Background: an optimization exercise with open tools, aiming at small area. Do not read the settings as production practice. No run shown here included a check of the RTL's function; only the layout flow was run. No activity file was given, so power comes from the tool's default toggle rates.

--- flow/design.v ---
module sisops_cpu (
    input  wire         clk,
    input  wire         rst,
    input  wire         start,
    input  wire [31:0]  pc_in,
    input  wire [319:0] regs_in,
    input  wire [63:0]  pt_in,
    input  wire [4:0]   pt_len_in,
    input  wire [7:0]   quantum,
    output wire         busy,
    output reg          done,
    output reg  [2:0]   cause,
    output wire [47:0]  info,
    output reg  [31:0]  fpc,
    output wire [31:0]  pc_out,
    output wire [319:0] regs_out,
    output wire         mem_req,
    output wire         mem_we,
    output reg  [7:0]   mem_addr,
    output wire [47:0]  mem_wdata,
    input  wire         mem_ready,
    input  wire         mem_rvalid,
    input  wire [47:0]  mem_rdata
);
    localparam [2:0] C_TIMER   = 3'd0;
    localparam [2:0] C_ADDR    = 3'd1;
    localparam [2:0] C_INVOP   = 3'd2;
    localparam [2:0] C_INVSYS  = 3'd3;
    localparam [2:0] C_STOP    = 3'd4;
    localparam [2:0] C_READ    = 3'd5;
    localparam [2:0] C_WRITE   = 3'd6;
    localparam [3:0] S_IDLE = 4'd0;    
    localparam [3:0] S_FT   = 4'd1;    
    localparam [3:0] S_FR   = 4'd2;    
    localparam [3:0] S_FW   = 4'd3;    
    localparam [3:0] S_DEC  = 4'd4;    
    localparam [3:0] S_PASS = 4'd5;    
    localparam [3:0] S_DT   = 4'd6;    
    localparam [3:0] S_MR   = 4'd7;    
    localparam [3:0] S_MW   = 4'd8;    
    localparam [3:0] S_SYS  = 4'd9;    
    localparam [3:0] S_CMP  = 4'd10;   
    localparam [3:0] S_FIN  = 4'd11;   
    localparam [3:0] P_LDI  = 4'd0;    
    localparam [3:0] P_ALU  = 4'd1;    
    localparam [3:0] P_MA   = 4'd2;    
    localparam [3:0] P_MM   = 4'd3;    
    localparam [3:0] P_STD  = 4'd4;    
    localparam [3:0] P_SCAN = 4'd5;    
    localparam [3:0] P_JMP  = 4'd6;    
    localparam [3:0] P_X8   = 4'd7;    
    localparam [3:0] P_X9   = 4'd8;    
    localparam [3:0] P_PCI  = 4'd9;    
    localparam [3:0] P_FPC  = 4'd10;   
    reg  [3:0]  state;
    reg  [3:0]  ptype;
    reg  [4:0]  bc;          
    reg  [31:0] x [0:9];
    reg  [31:0] pc;
    reg  [47:0] ir;
    reg  [63:0] ptr;         
    reg  [3:0]  pcnt;
    reg  [4:0]  pt_len;
    reg  [7:0]  qcnt;
    reg         ac;          
    reg         pcc;         
    reg         nz;          
    reg         fl;          
    reg  [30:0] ms;          
    reg  [30:0] mc;          
    integer i;
    wire idle = (state == S_IDLE);
    wire ld   = idle & start;
    wire pass = (state == S_PASS);
    wire last = (bc == 5'd31);
    wire first = (bc == 5'd0);
    assign busy     = ~idle;
    assign pc_out   = pc;
    assign info     = ir;
    assign mem_req  = (state == S_FR) | (state == S_MR);
    assign mem_wdata = {16'h0CFF, ir[31:0]};
    genvar g;
    generate
        for (g = 0; g < 10; g = g + 1) begin : g_regs_out
            assign regs_out[32*g +: 32] = x[g];
        end
    endgenerate
    wire [7:0] op = ir[47:40];
    wire [3:0] ra = ir[39:36];
    wire [3:0] rb = ir[35:32];
    wire op_hi0  = (op[7:4] == 4'd0);
    wire is_ldi  = op_hi0 & (op[3:0] == 4'd0);
    wire is_ldd  = op_hi0 & (op[3:0] == 4'd1);
    wire is_std  = op_hi0 & (op[3:0] == 4'd2);
    wire is_alu  = op_hi0 & ((op[3:0] == 4'd3) | (op[3:0] == 4'd4));
    wire is_mul  = op_hi0 & (op[3:0] == 4'd5);
    wire is_jmp  = op_hi0 & (op[3:0] == 4'd6);
    wire is_jcc  = op_hi0 & ((op[3:0] == 4'd7) | (op[3:0] == 4'd8) | (op[3:0] == 4'd9));
    wire is_sys  = op_hi0 & (op[3:0] == 4'd10);
    wire is_stop = op_hi0 & (op[3:0] == 4'd11);
    wire uses_a  = op_hi0 & ((op[3:0] <= 4'd5) | is_jcc);
    wire uses_b  = op_hi0 & (op[3:0] >= 4'd3) & (op[3:0] <= 4'd5);
    wire illegal = ~op_hi0 | (op[3:0] >= 4'd12) | (uses_a & (ra > 4'd9)) | (uses_b & (rb > 4'd9));
    wire [3:0] rsa = (ptype == P_X8) ? 4'd8 : (ptype == P_X9) ? 4'd9 : ra;
    reg a_bit, b_bit;
    always @(*) begin
        a_bit = 1'b0;
        b_bit = 1'b0;
        for (i = 0; i < 10; i = i + 1) begin
            if (rsa == i) a_bit = x[i][0];
            if (rb == i)  b_bit = x[i][0];
        end
    end
    wire sub   = op[2];
    wire a_cin = first ? sub : ac;
    wire bx    = b_bit ^ sub;
    wire alu_s = a_bit ^ bx ^ a_cin;
    wire alu_c = (a_bit & bx) | (a_bit & a_cin) | (bx & a_cin);
    wire mb = b_bit & pass & (ptype == P_MM);
    wire [31:0] pp = ir[31:0] & {32{mb}};
    wire [31:0] msum, mcar;
    assign msum[31] = pp[31];
    assign mcar[31] = 1'b0;
    generate
        for (g = 0; g < 31; g = g + 1) begin : g_mul
            assign msum[g] = ms[g] ^ mc[g] ^ pp[g];
            assign mcar[g] = (ms[g] & mc[g]) | (ms[g] & pp[g]) | (mc[g] & pp[g]);
        end
    endgenerate
    wire prod = msum[0];
    wire take = is_jmp
              | (op[3:0] == 4'd7 & fl)
              | (op[3:0] == 4'd8 & ~nz)
              | (op[3:0] == 4'd9 & nz & ~fl);
    wire pc_inc = (ptype == P_LDI) | (ptype == P_ALU) | (ptype == P_MM) | (ptype == P_STD)
                | (ptype == P_JMP) | (ptype == P_PCI);
    wire p_cin = first ? pc_inc : pcc;
    wire pc_bit = (ptype == P_JMP && take) ? ir[0] : (pc[0] ^ p_cin);
    wire x_wr = pass & ((ptype == P_LDI) | (ptype == P_ALU) | (ptype == P_MM));
    wire w_bit = (ptype == P_ALU) ? alu_s : (ptype == P_MM) ? prod : ir[0];
    wire ir_from_a = (ptype == P_MA) | (ptype == P_STD) | (ptype == P_X8) | (ptype == P_X9);
    wire ir_sin = ir_from_a ? a_bit : (ptype == P_FPC) ? pc[0] : ir[0];
    wire ir_sh  = pass & (ptype != P_MM);
    wire fetch_tr = (state == S_FT);
    wire [7:0] la = fetch_tr ? pc[7:0] : ir[7:0];
    wire hi_zero  = fetch_tr ? (pc[31:8] == 24'd0) : (ir[31:8] == 24'd0);
    wire tr_ok    = hi_zero & ({1'b0, la[7:4]} < pt_len);
    wire tr_hit   = (pcnt == la[7:4]);
    wire code_ok  = (ir[31:2] == 30'd0) & (ir[1] ^ ir[0]);
    wire ir_ld_lo = mem_rvalid & ((state == S_FW) | (state == S_MW));
    wire ir_ld_hi = mem_rvalid & ((state == S_FW) | (state == S_MW & ~is_ldd));
    wire fin      = (state == S_FIN);
    wire clr_hi   = fin & (cause != C_INVOP) & (cause != C_WRITE);
    wire clr_lo   = fin & ((cause == C_TIMER) | (cause == C_STOP) | (cause == C_READ));
    always @(posedge clk) begin
        for (i = 0; i < 10; i = i + 1) begin
            if (ld)
                x[i] <= regs_in[32*i +: 32];
            else if (pass)
                x[i] <= {(x_wr && ra == i) ? w_bit : x[i][0], x[i][31:1]};
        end
        if (ld)
            pc <= pc_in;
        else if (pass)
            pc <= {pc_bit, pc[31:1]};
        if (ir_ld_lo | ir_sh | clr_lo)
            ir[31:0] <= ir_ld_lo ? mem_rdata[31:0] : ir_sh ? {ir_sin, ir[31:1]} : 32'd0;
        if (ir_ld_hi | clr_hi)
            ir[47:32] <= ir_ld_hi ? mem_rdata[47:32] : 16'd0;
        if (ld)
            ptr <= pt_in;
        else
            ptr <= {ptr[3:0], ptr[63:4]};
        pcnt <= ld ? 4'd0 : pcnt + 4'd1;
        if (ld) begin
            pt_len <= pt_len_in;
        end
        if (ld)
            qcnt <= quantum;
        else if (state == S_CMP)
            qcnt <= qcnt - 8'd1;
        ac  <= alu_c;
        pcc <= pc[0] & p_cin;
        if (pass && ptype == P_SCAN) begin
            nz <= (nz & ~first) | a_bit;
            fl <= a_bit;
        end
        if (state == S_SYS)
            fl <= ir[1];
        ms <= msum[31:1];
        mc <= mcar[30:0];
        if (state == S_FT)
            fpc <= pc;
        if ((state == S_FT || state == S_DT) && tr_hit)
            mem_addr <= {ptr[3:0], la[3:0]};
        if (rst) begin
            state <= S_IDLE;
            done  <= 1'b0;
            bc    <= 5'd0;
        end else begin
            done <= fin;
            if (pass)
                bc <= bc + 5'd1;
            case (state)
                S_IDLE: if (start) state <= S_FT;
                S_FT: begin
                    if (!tr_ok) begin
                        cause <= C_ADDR; ptype <= P_FPC; state <= S_PASS;
                    end else if (tr_hit)
                        state <= S_FR;
                end
                S_FR: if (mem_ready) state <= S_FW;
                S_FW: if (mem_rvalid) state <= S_DEC;
                S_DEC: begin
                    state <= S_PASS;
                    if (illegal) begin
                        cause <= C_INVOP; state <= S_FIN;
                    end else if (is_stop) begin
                        cause <= C_STOP; state <= S_FIN;
                    end else if (is_ldd | is_std)
                        state <= S_DT;
                    else if (is_ldi) ptype <= P_LDI;
                    else if (is_alu) ptype <= P_ALU;
                    else if (is_mul) ptype <= P_MA;
                    else if (is_jmp) ptype <= P_JMP;
                    else if (is_jcc) ptype <= P_SCAN;
                    else             ptype <= P_X8;
                end
                S_PASS: if (last) begin
                    case (ptype)
                        P_MA:   ptype <= P_MM;
                        P_SCAN: ptype <= P_JMP;
                        P_STD:  state <= S_MR;
                        P_X8:   state <= S_SYS;
                        P_X9:   state <= S_DT;
                        P_PCI, P_FPC: state <= S_FIN;
                        default: state <= S_CMP;
                    endcase
                end
                S_SYS: begin
                    if (!code_ok) begin
                        cause <= C_INVSYS; state <= S_FIN;
                    end else begin
                        ptype <= P_X9; state <= S_PASS;
                    end
                end
                S_DT: begin
                    if (!tr_ok) begin
                        cause <= C_ADDR; state <= S_FIN;
                    end else if (tr_hit) begin
                        if (is_ldd) state <= S_MR;
                        else if (is_std) begin
                            ptype <= P_STD; state <= S_PASS;
                        end else if (fl) state <= S_MR;
                        else begin
                            cause <= C_READ; ptype <= P_PCI; state <= S_PASS;
                        end
                    end
                end
                S_MR: if (mem_ready) state <= is_std ? S_CMP : S_MW;
                S_MW: if (mem_rvalid) begin
                    state <= S_PASS;
                    if (is_ldd) ptype <= P_LDI;
                    else begin
                        cause <= C_WRITE; ptype <= P_PCI;
                    end
                end
                S_CMP: begin
                    if (qcnt == 8'd1) begin
                        cause <= C_TIMER; state <= S_FIN;
                    end else
                        state <= S_FT;
                end
                S_FIN: state <= S_IDLE;
                default: state <= S_IDLE;
            endcase
        end
    end
    assign mem_we = (state == S_MR) & is_std;
endmodule
--- flow/run.sh ---
#!/bin/bash
# synth_recipe.tcl (not shown) runs the flow's synth.tcl, then flattens the netlist and writes it again
# the make line also repeats each setting of config.mk as NAME=value (left out here)
make -C /OpenROAD-flow-scripts/flow DESIGN_CONFIG=/design/flow/config.mk WORK_HOME=/design/flow/orfs CLKGATE_MAP_FILE= SYNTH_SCRIPT=/design/flow/synth_recipe.tcl finish
--- flow/config.mk ---
export PLATFORM = sky130hd
export DESIGN_NAME = sisops_cpu
export DESIGN_NICKNAME = sisops_cpu
export VERILOG_FILES = /design/flow/design.v
export SDC_FILE = /design/flow/constraint.sdc
export NUM_CORES = 4
export LEC_CHECK = 0
export CAP_MARGIN = 20
export CORE_MARGIN = 2
export CORE_UTILIZATION = 40
export SLEW_MARGIN = 20
--- flow/constraint.sdc ---
create_clock -name core_clock -period 11.0 [get_ports {clk}]
set_input_delay 2.2000 -clock core_clock [delete_from_list [all_inputs] [get_ports {clk}]]
set_output_delay 2.2000 -clock core_clock [all_outputs]
set_load 0.01 [all_outputs]
==> metrics.md, run 1 <==
| Metric | Value |
|---|---|
| Die width | `261 um` |
| Initial Utilization | `40.2%` |
| Top-count cell post-synth | `nand2_1` |
| Area leader, netlist | `edfxtp_1` |
| Tool error | `[ERROR PPL-0024] Number of IO pins (977) exceeds maximum number of available positions (938). Increase the die perimeter from 1042.62um to 1328.72um.` |
| Top cells by count, synth | `nand2_1 (1,313), edfxtp_1 (462), inv_1 (145)` |
| Sequential-to-total area share from yosys stat | `63.4%` |
| Post-synth ARST share | `0%` |
| Exit stage | `I/O pin placement (3_2_place_iop)` |
| Top cells by area, synth | `edfxtp_1 (53%), nand2_1 (19%), dfxtp_1 (11%), fa_1 (2.4%), inv_1 (2.1%)` |
| Post-Syn Area | `26,300 um2` |
| Post-synth EDFFs | `462` |
| Gate Count Post-Synth | `2,671` |
| Die Height | `261 um` |
| Ys Warns | `2` |
| Status | `did not finish` |
| Yosys top cell area share | `52.7%` |
| Post-synth cell types | `70` |
| Flops & latches, synth | `604` |
| Std cell rows | `94` |
| Primary FF master, synth | `edfxtp_1` |
| Syn Area/Cell | `9.86 um2` |
-- logic make-up after synthesis --
group / after synthesis / synth area share, %
adders and majority gates: 42 / 2.91
and+or+nand+nor: 1509 / 22.9
AOI/OAI and AO/OA: 147 / 3.76
muxes: 23 / 0.988
DFF: 604 / 63.4
xor gates and xnor gates: 20 / 0.665
buffers and inverters: 324 / 5.33
other: 2 / 0.0285
==> run 2: changes to the inputs <==
--- a/flow/design.v
+++ b/flow/design.v
@@ -154,23 +154,17 @@
     wire clr_lo   = fin & ((cause == C_TIMER) | (cause == C_STOP) | (cause == C_READ));
     always @(posedge clk) begin
         for (i = 0; i < 10; i = i + 1) begin
-            if (ld)
-                x[i] <= regs_in[32*i +: 32];
-            else if (pass)
-                x[i] <= {(x_wr && ra == i) ? w_bit : x[i][0], x[i][31:1]};
-        end
-        if (ld)
-            pc <= pc_in;
-        else if (pass)
-            pc <= {pc_bit, pc[31:1]};
+            if (ld | pass)
+                x[i] <= ({32{ld}} & regs_in[32*i +: 32])
+                      | ({32{pass}} & {(x_wr && ra == i) ? w_bit : x[i][0], x[i][31:1]});
+        end
+        if (ld | pass)
+            pc <= ({32{ld}} & pc_in) | ({32{pass}} & {pc_bit, pc[31:1]});
         if (ir_ld_lo | ir_sh | clr_lo)
-            ir[31:0] <= ir_ld_lo ? mem_rdata[31:0] : ir_sh ? {ir_sin, ir[31:1]} : 32'd0;
+            ir[31:0] <= ({32{ir_ld_lo}} & mem_rdata[31:0]) | ({32{ir_sh}} & {ir_sin, ir[31:1]});
         if (ir_ld_hi | clr_hi)
-            ir[47:32] <= ir_ld_hi ? mem_rdata[47:32] : 16'd0;
-        if (ld)
-            ptr <= pt_in;
-        else
-            ptr <= {ptr[3:0], ptr[63:4]};
+            ir[47:32] <= {16{ir_ld_hi}} & mem_rdata[47:32];
+        ptr <= ({64{ld}} & pt_in) | ({64{busy}} & {ptr[3:0], ptr[63:4]});
         pcnt <= ld ? 4'd0 : pcnt + 4'd1;
         if (ld) begin
             pt_len <= pt_len_in;
==> flow/flow/run.sh (new file) <==
#!/bin/bash
# The standard layout (the standard.sh: ORFS synthesis through finish),
# with the ports buffered by the smallest buffer cell instead of the one
# buffer_ports picks by default.
set -euo pipefail
bash standard.sh "BUFFER_PORTS_ARGS=-buffer_cell sky130_fd_sc_hd__buf_1" finish > standard_make.log 2>&1
==> flow/standard.sh (new file) <==
#!/bin/bash
# synth_recipe.tcl (not shown) runs the flow's synth.tcl, then flattens the netlist and writes it again
# the make line also repeats each setting of config.mk as NAME=value (left out here)
make -C /OpenROAD-flow-scripts/flow DESIGN_CONFIG=/design/flow/config.mk WORK_HOME=/design/flow/orfs CLKGATE_MAP_FILE= SYNTH_SCRIPT=/design/flow/synth_recipe.tcl "${@:-finish}"
--- a/flow/config.mk
+++ b/flow/config.mk
@@ -6,6 +6,6 @@
 export NUM_CORES = 4
 export LEC_CHECK = 0
 export CAP_MARGIN = 20
-export CORE_MARGIN = 2
-export CORE_UTILIZATION = 40
+export CORE_AREA = 10 10 350 350
+export DIE_AREA = 0 0 360 360
 export SLEW_MARGIN = 20
removed: flow/run.sh
==> metrics.md, run 2 <==
| Metric | Value |
|---|---|
| Grt ovf | `0` |
| Ys Warns | `2 (unchanged)` |
| DR vias/cell | `4.66` |
| Arrival time worst endpoint | `3.15 ns` |
| Flop pwr share | `44.0%` |
| NumNets Final | `3,408` |
| Final Hold Fails | `0` |
| Post-CTS Resized | `0` |
| Routed wire length per instance | `26.5 um` |
| Clock power frac | `23.2%` |
| Post-synth EDFFs | `462 (unchanged)` |
| Slowest cell on crit path | `nand4b_1` |
| Crit Path Class | `register to primary output` |
| Ports | `977` |
| Maxcap violations | `0` |
| Commonest non-fill, non-tap cell in the layout | `buf_1` |
| Filler cell count | `12,000` |
| Largest net degree at the start of global routing | `182` |
| Die width | `360 um (+38%)` |
| Top-count cell post-synth | `edfxtp_1` |
| Core area | `115,000 um2` |
| Highest metal used | `met5` |
| Gate Count Post-Synth | `1,998 (-25%)` |
| RSZ-0062 raised after global routing | `no` |
| IO buf count | `960` |
| Vias in the first global route | `20,700` |
| Clock Sinks | `604` |
| Hold buffers post-CTS | `0` |
| Worst vdd ir | `264 uV` |
| Std cell rows | `124 (+32%)` |
| Final cell count without fillers | `4,460` |
| CP most frequent cell | `nor2_1` |
| Crit-path max cell delay | `0.72 ns` |
| First-pass GRT wire length | `161,000 um` |
| Post-placement cell area | `30,600 um2` |
| Final setup fails | `0` |
| CP Max Fanout | `10` |
| Layout cells sized above 1 | `5.57%` |
| Flops & latches, synth | `604 (unchanged)` |
| R2R setup slack | `6.51 ns` |
| Design Power | `10.7 mW` |
| Post-CTS Setup Repair Bufs | `0` |
| Detail Placement HPWL | `93,000 um` |
| Clock Pin Slew Worst Setup and Hold Paths | `0.06 ns` |
| DP Worst Slack | `4.68 ns` |
| Max Slew Vio Count | `0` |
| Die ar. | `130,000 um2` |
| Skew final | `0.0371 ns` |
| Via count | `20,800` |
| Initial Utilization | `22.5% (-18 points)` |
| Worst-Skew Late Latency | `0.64 ns` |
| Post-Syn Area | `25,700 um2 (-2.4%)` |
| Area leader, netlist | `edfxtp_1` |
| CTS tree | `done` |
| Syn Area/Cell | `12.9 um2 (+30%)` |
| Sw Pwr | `4.40 mW` |
| Final Cell Area | `33,100 um2` |
| Fmax | `187 MHz` |
| Initial DRC Count | `2,045` |
| Tmin final | `5.35 ns` |
| P&R area growth vs syn | `28.8%` |
| Top cells by count, synth | `edfxtp_1 (462), a22o_1 (370), nand2_1 (228)` |
| Slew @ Worst Pin | `1.07 ns` |
| Critical Path RT | `8.80 ns` |
| DRC viols | `0` |
| Post-synth cell types | `76 (+8.6%)` |
| Biggest regs | `x x320, ptr x64, ir x48` |
| Logic gate share of total power | `32.8%` |
| WL met1 | `47,500 um` |
| Pint | `6.35 mW` |
| Hold slack | `0.417 ns` |
| Slew margin rel. | `27.9%` |
| Yosys top cell area share | `54.0% (+1.3 points)` |
| Final ANT Viol Nets | `0` |
| Crit path capture type | `primary output` |
| RePlAce Congestion | `0.896` |
| Largest register FFs | `320` |
| Fin crit share | `48.6%` |
| Primary FF master, synth | `edfxtp_1` |
| Static leakage | `11.5 nW` |
| Setup TNS | `0 ns` |
| CTS Buf Count | `72` |
| Sequential-to-total area share from yosys stat | `65.0% (+1.6 points)` |
| H-Tree Level Count | `3` |
| Switching fraction of total power | `40.9%` |
| All-Layer GR Usage | `17.3%` |
| Worst min path class | `register to register` |
| Most frequent cells in the layout | `buf_1 (959), edfxtp_1 (462), a22o_1 (370)` |
| Die Height | `360 um (+38%)` |
| Final core utilization | `28.9%` |
| Post-synth ARST share | `0% (unchanged)` |
| Cells along the critical path | `nor2_1, nand4b_1, nor2_1, buf_1` |
| Routed wire length | `118,000 um` |
| Status | `no timing/DRC/antenna violations` |
| WL met3 | `11,200 um` |
| Largest Register | `x` |
| Antenna violations before repair | `36` |
| Final setup margin | `5.65 ns` |
| Root Buffer | `clkbuf_16` |
| Longest Clk Path Bufs | `3` |
| Top cells by area, synth | `edfxtp_1 (54%), a22o_1 (13%), dfxtp_1 (11%), nand2_1 (3.3%), fa_1 (2.5%)` |
| Pwr Density | `325 nW/um2` |
| Met2 Wirelength | `56,500 um` |
| Placed cell count | `4,322` |
| DRT Pass-1 Iters | `5` |
| Crit start category | `register` |
## run 2: cell types whose count changed after synthesis, sizes merged, moves of 4 or more
cell	delta
or4	-4
o21a	+4
nor2b	+4
or3b	-4
a22o	+334
mux2i	+4
nand2	-1086
nor2	-7
o21ai	+51
nor4	+4
xnor2	-4
buf	+12
## run 2: final timing paths
| kind | startpoint | to | cells past startpoint |
|---|---|---|---|
| max | ir[43] | mem_we | 4 |
| min | ptr[55] | ptr[51] | 2 |
| max reg2reg | state[0] | ptype[3] | 11 |
| min reg2reg | ptr[55] | ptr[51] | 2 |
## run 2: logic make-up after synthesis
family | after synthesis | synth area share [%]
flip-flops | 604 | 65.0
AO/OA/AOI/OAI | 555 | 17.1
AND/OR/NAND/NOR | 417 | 7.50
buffers and inverters | 335 | 5.73
adder cells (fa/ha/maj) | 42 | 2.98
multiplexers | 24 | 0.993
XOR/XNOR | 19 | 0.647
other | 2 | 0.0292
## run 2: power by group through the flow
stage,sequential [mW],clock [mW],combinational [mW]
after global placement,4.74,0,3.55
after detailed placement,4.74,0,3.59
final,4.73,2.49,3.52
after CTS,4.72,2.55,3.60
after global routing,4.82,2.64,3.82
after floorplan,4.84,0,1.73
## run 2: worst max-delay path, delay by kind of cell, from the launching register on
kind,cells,cell delay [ns]
AND/OR/NAND/NOR,3,1.63
buffers and inverters,1,0.23
flip-flops,1,0.64
## run 2: metal layers
metal	global-route usage, %	up-vias
met3	6.43	171
met5	0	-
met1	21.0	10400
met4	4.75	50
met2	28.5	960
li1	-	9149
## run 2: final cells by class
| type | instances | area, um2 | share of cell area [%] |
|---|---|---|---|
| sequential | 604 | 16700 | 50.5 |
| multi-input combinational | 1073 | 7630 | 23.0 |
| timing repair buffer | 985 | 3830 | 11.6 |
| clock buffer | 95 | 1980 | 5.99 |
| tap | 1512 | 1890 | 5.71 |
| inverter | 148 | 576 | 1.74 |
| clock inverter | 39 | 474 | 1.43 |
| antenna | 4 | 10.0 | 0.0302 |
==> run 3: changes to the inputs <==
--- a/flow/design.v
+++ b/flow/design.v
@@ -67,11 +67,11 @@
     reg         nz;          
     reg         fl;          
     reg  [30:0] ms;          
-    reg  [30:0] mc;          
     integer i;
     wire idle = (state == S_IDLE);
     wire ld   = idle & start;
     wire pass = (state == S_PASS);
+    wire hold = ~ld & ~pass;
     wire last = (bc == 5'd31);
     wire first = (bc == 5'd0);
     assign busy     = ~idle;
@@ -118,15 +118,17 @@
     wire alu_c = (a_bit & bx) | (a_bit & a_cin) | (bx & a_cin);
     wire mb = b_bit & pass & (ptype == P_MM);
     wire [31:0] pp = ir[31:0] & {32{mb}};
-    wire [31:0] msum, mcar;
-    assign msum[31] = pp[31];
-    assign mcar[31] = 1'b0;
+    wire [31:0] msum;
+    wire [31:0] mcar;
     generate
         for (g = 0; g < 31; g = g + 1) begin : g_mul
-            assign msum[g] = ms[g] ^ mc[g] ^ pp[g];
-            assign mcar[g] = (ms[g] & mc[g]) | (ms[g] & pp[g]) | (mc[g] & pp[g]);
+            wire cin = (g == 0) ? 1'b0 : mcar[g-1];
+            assign msum[g] = ms[g] ^ pp[g] ^ cin;
+            assign mcar[g] = (ms[g] & pp[g]) | (ms[g] & cin) | (pp[g] & cin);
         end
     endgenerate
+    assign msum[31] = pp[31] ^ mcar[30];
+    assign mcar[31] = 1'b0;
     wire prod = msum[0];
     wire take = is_jmp
               | (op[3:0] == 4'd7 & fl)
@@ -153,13 +155,11 @@
     wire clr_hi   = fin & (cause != C_INVOP) & (cause != C_WRITE);
     wire clr_lo   = fin & ((cause == C_TIMER) | (cause == C_STOP) | (cause == C_READ));
     always @(posedge clk) begin
-        for (i = 0; i < 10; i = i + 1) begin
-            if (ld | pass)
-                x[i] <= ({32{ld}} & regs_in[32*i +: 32])
-                      | ({32{pass}} & {(x_wr && ra == i) ? w_bit : x[i][0], x[i][31:1]});
-        end
-        if (ld | pass)
-            pc <= ({32{ld}} & pc_in) | ({32{pass}} & {pc_bit, pc[31:1]});
+        for (i = 0; i < 10; i = i + 1)
+            x[i] <= ({32{ld}} & regs_in[32*i +: 32])
+                  | ({32{pass}} & {(x_wr && ra == i) ? w_bit : x[i][0], x[i][31:1]})
+                  | ({32{hold}} & x[i]);
+        pc <= ({32{ld}} & pc_in) | ({32{pass}} & {pc_bit, pc[31:1]}) | ({32{hold}} & pc);
         if (ir_ld_lo | ir_sh | clr_lo)
             ir[31:0] <= ({32{ir_ld_lo}} & mem_rdata[31:0]) | ({32{ir_sh}} & {ir_sin, ir[31:1]});
         if (ir_ld_hi | clr_hi)
@@ -182,7 +182,6 @@
         if (state == S_SYS)
             fl <= ir[1];
         ms <= msum[31:1];
-        mc <= mcar[30:0];
         if (state == S_FT)
             fpc <= pc;
         if ((state == S_FT || state == S_DT) && tr_hit)
==> flow/flow/run.sh (replaced) <==
#!/bin/bash
# The standard layout (the standard.sh: ORFS synthesis through finish),
# with two changes that only affect which cells are used:
#  - the ports are buffered by the smallest buffer cell;
#  - clock tree synthesis inserts no dummy loads.
set -euo pipefail
bash standard.sh \
  "BUFFER_PORTS_ARGS=-buffer_cell sky130_fd_sc_hd__buf_1" \
  "CTS_ARGS=-sink_clustering_enable -repair_clock_nets -dont_use_dummy_load -buf_list sky130_fd_sc_hd__clkbuf_4" \
  finish > standard_make.log 2>&1
--- a/flow/config.mk
+++ b/flow/config.mk
@@ -7,5 +7,6 @@
 export LEC_CHECK = 0
 export CAP_MARGIN = 20
 export CORE_AREA = 10 10 350 350
+export CTS_BUF_LIST = sky130_fd_sc_hd__clkbuf_4
 export DIE_AREA = 0 0 360 360
 export SLEW_MARGIN = 20
==> metrics.md, run 3 <==
| Metric | Value |
|---|---|
| CTS Buf Count | `160 (+120%)` |
| Reg2reg start | `ir[32]` |
| Compound-gate portion of the synthesized area | `15.8% (-1.3 points)` |
| IO buf count | `960 (unchanged)` |
| Pwr Density | `304 nW/um2 (-6.4%)` |
| Post-synth EDFFs | `110 (-76%)` |
| Arrival time worst endpoint | `13.35 ns (+10.20 ns)` |
| Top cells by area, synth | `dfxtp_1 (40%), edfxtp_1 (14%), nand2_1 (14%), a22oi_1 (11%), fa_1 (2.6%)` |
| Grt ovf | `0 (unchanged)` |
| NumNets Final | `4,085 (+20%)` |
| Largest net degree at the start of global routing | `171 (-6.0%)` |
| Gate Count Post-Synth | `2,579 (+29%)` |
| Primary FF master, synth | `dfxtp_1` |
| Top-count cell post-synth | `nand2_1` |
| Worst-Skew Late Latency | `1.08 ns (+0.44 ns)` |
| All-Layer GR Usage | `17.3% (about the same)` |
| Crit Path Class | `register to register` |
| Hold Path Depth | `2 (unchanged)` |
| Ys Warns | `2 (unchanged)` |
| Crit start category | `register` |
| Flops & latches, synth | `573 (-5.1%)` |
| Tmin final | `12.40 ns (+7.05 ns)` |
| Layout cells sized above 1 | `8.06% (+2.5 points)` |
| Post-synth ARST share | `0% (unchanged)` |
| Sequential-to-total area share from yosys stat | `53.6% (-11 points)` |
| Most frequent cells in the layout | `buf_1 (959), nand2_1 (874), dfxtp_1 (463)` |
| Worst vdd ir | `154 uV (-41%)` |
| Fin crit share | `113% (+64 points)` |
| Post-synth cell types | `63 (-17%)` |
| Post-Syn Area | `23,500 um2 (-8.8%)` |
| DR vias/cell | `4.66 (+0.15%)` |
| R2r worst-path depth | `40 (+29)` |
| Simple-gate share of the synthesized area | `20.7% (+13 points)` |
| Final cell count without fillers | `5,082 (+14%)` |
| Core area | `115,000 um2 (unchanged)` |
| First-pass GRT wire length | `166,000 um (+2.7%)` |
| Status | `complete, but fails checks` |
| Antenna violations before repair | `28 (-22%)` |
| Initial Utilization | `20.5% (-2.0 points)` |
| Commonest non-fill, non-tap cell in the layout | `buf_1` |
| Largest register FFs | `320 (unchanged)` |
| DRT Pass-1 Iters | `6 (+1)` |
| Biggest regs | `x x320, ptr x64, ir x48` |
| H-Tree Level Count | `4 (+1)` |
| Final setup fails | `6 (+6)` |
| P&R area growth vs syn | `27.5%` |
| Maxcap violations | `0 (unchanged)` |
| Root Buffer | `clkbuf_4` |
| Die width | `360 um (unchanged)` |
| Critical R2R Capture | `ms[29]` |
| Ports | `977 (unchanged)` |
| Clock Sinks | `573 (-5.1%)` |
| DRC viols | `0 (unchanged)` |
| Routed wire length | `118,000 um (about the same)` |
| Die ar. | `130,000 um2 (unchanged)` |
| Clock Pin Slew Worst Setup and Hold Paths | `0.07 ns (about the same)` |
| R2R setup slack | `-1.40 ns (-7.91 ns)` |
| Met1 Usage GRT | `21.8% (+0.80 points)` |
| Slew @ Worst Pin | `1.06 ns (-0.00741 ns)` |
| RSZ-0062 raised after global routing | `yes` |
| Longest Clk Path Bufs | `3 (unchanged)` |
| HP Start | `ptr[58]` |
| Via count | `23,700 (+14%)` |
| Syn Area/Cell | `9.10 um2 (-29%)` |
| Critical Path RT | `11.95 ns (+3.15 ns)` |
| Detail Placement HPWL | `93,500 um (+0.59%)` |
| CP most frequent cell | `fa_2` |
| Crit path capture type | `register` |
| Static leakage | `12.1 nW (+5.1%)` |
| Crit-path max cell delay | `0.54 ns (-0.18 ns)` |
| Synth Area in XOR/XNOR | `0.747% (+0.099 points)` |
| Largest Register | `x` |
| Slew margin rel. | `29.0% (+1.2 points)` |
| Adder-cell share of the synthesized area | `3.23% (+0.25 points)` |
| Filler cell count | `12,600 (+4.7%)` |
| Area leader, netlist | `dfxtp_1` |
| Vias in the first global route | `22,900 (+11%)` |
| Slowest cell on crit path | `mux4_2` |
| Routed wire length per instance | `23.3 um (-12%)` |
| CP Max Fanout | `6 (-4)` |
| Layout Check Fails | `setup timing` |
| Combinational family with the most area after synthesis | `simple AND/OR/NAND/NOR gates` |
| Die Height | `360 um (unchanged)` |
| GR peak layer | `met2` |
| Max Slew Vio Count | `0 (unchanged)` |
| Setup TNS | `-4.98 ns (-4.98 ns)` |
| GRT met3 Usage | `7.30% (+0.88 points)` |
| Initial DRC Count | `2,235 (+9.3%)` |
| Worst min path class | `register to register` |
| Hold Path Sink | `ptr[54]` |
| Top cells by count, synth | `nand2_1 (875), dfxtp_1 (463), a22oi_1 (353)` |
| Skew final | `0.122 ns (+0.0849 ns)` |
| Yosys top cell area share | `39.5% (-14 points)` |
| Final ANT Viol Nets | `0 (unchanged)` |
| CTS tree | `done` |
| Fmax | `80.6 MHz (-57%)` |
| Mux contribution to synthesized area | `0.965% (-0.027 points)` |
| Std cell rows | `124 (unchanged)` |
| Final setup margin | `-1.40 ns (-7.05 ns)` |
| Met2 Track Usage GR | `26.9% (-1.7 points)` |
| Final Hold Fails | `0 (unchanged)` |
| Placed cell count | `4,905 (+13%)` |
| RePlAce Congestion | `0.923 (+3.0%)` |
## run 3: power breakdown
group / internal, mW / switching (mW)
clock network: 0.656 / 0.830
registers: 3.13 / 0.841
logic: 1.12 / 2.50
total: 4.91 / 4.17
## run 3: worst max-delay path by stage
stage               startpoint      to  slack (ns)
floorplan               ir[32]  ms[30]       -1.26
global placement        ir[32]  ms[30]       -1.39
detailed placement      ir[32]  ms[29]       -1.49
CTS                     ir[32]  ms[29]       -1.42
global route            ir[32]  ms[30]       -1.67
finish                  ir[32]  ms[29]       -1.40
## run 3: worst max-delay path: cells and delay by family (launching register included)
| family | cells | cell delay [ns] |
|---|---|---|
| adders and majority gates | 31 | 10.56 |
| and+or+nand+nor | 3 | 0.30 |
| DFF | 1 | 0.47 |
| buffers and inverters | 3 | 0.25 |
| muxes | 1 | 0.54 |
| AOI/OAI and AO/OA | 2 | 0.20 |
## run 3: cell families (layout without fill, tap and decap cells)
family          count (synthesis)  after routing
compound gates                510            510
xor+xnor                       20             20
fa+ha+maj                      42             42
buf+inv                       255           1221
flops                         573            573
mux                            21             21
other cells                     2             27
simple gates                 1156           1156
## run 3: stage by stage
step	util (%)	hold slack (ns)	setup slack (ns)	power, mW	cell area, um2
finish	26.1	0.307	-1.40	9.08	29900
CTS	26.1	0.290	-1.42	9.19	29800
global placement	25.0	0.394	-1.39	7.59	28600
detailed placement	25.0	0.399	-1.49	7.65	28600
global route	26.1	0.330	-1.67	9.75	29900
floorplan	-	0.392	-1.26	5.79	23600
## run 3: cell type report
cell class                      count  area (um2)  area share, %
Antenna cell                       11        27.5         0.0920
Clock buffer                      160        1200           4.02
Inverter                           34         135          0.452
Multi-Input combinational cell   1765        9950           33.3
Sequential cell                   573       12600           42.0
Tap cell                         1512        1890           6.33
Timing Repair Buffer             1027        4130           13.8
## run 3: what timing repair did
| action | 4_1_cts | 5_1_grt |
|---|---|---|
| hold buffers | 0 | 0 |
| pin swaps | 1 | 0 |
| endpoints found under the setup margin | 6 | 7 |
| buffers inserted | 5 | 1 |
| gates resized for setup | 2 | 7 |
## run 3: per-layer routing
layer | routed length [um] | vias up
li1 | - | 10800
met1 | 49800 | 11500
met2 | 53600 | 1189
met3 | 12500 | 182
met4 | 2240 | 36
met5 | 223 | -

-- port drivers added, routing unchanged --
No port has a modelled driver above. Below, the same layouts with a new extraction and two added sets of constraints.
Step 1 (the two cells are an assumption about what drives the block):
set clk [get_ports {clk}]
set_driving_cell -lib_cell sky130_fd_sc_hd__clkbuf_16 $clk
set_driving_cell -lib_cell sky130_fd_sc_hd__buf_2 [delete_from_list [all_inputs] $clk]
Step 2 times the ports against the registers' clock, not the clock port: input delays grow and output delays shrink by t, the midpoint of the rising clock arrivals with the driver on.
Three values: no drivers, after step 1, after step 2; two values: the first two.
| run | shift t [ns] | slack for setup (ns) | worst setup path after step 2 | worst register clock-pin slew, ns |
|---|---|---|---|---|
| run 2 | 0.704 | 5.651 / 5.576 / 5.191 | input to register | 0.07 / 0.07 |
| run 3 | 1.087 | -1.400 / -1.400 / -1.400 | register to register | 0.07 / 0.07 |
The setup slack of run 2, which loses most, moves by -0.075 ns with the drivers and by -0.460 ns with both steps.
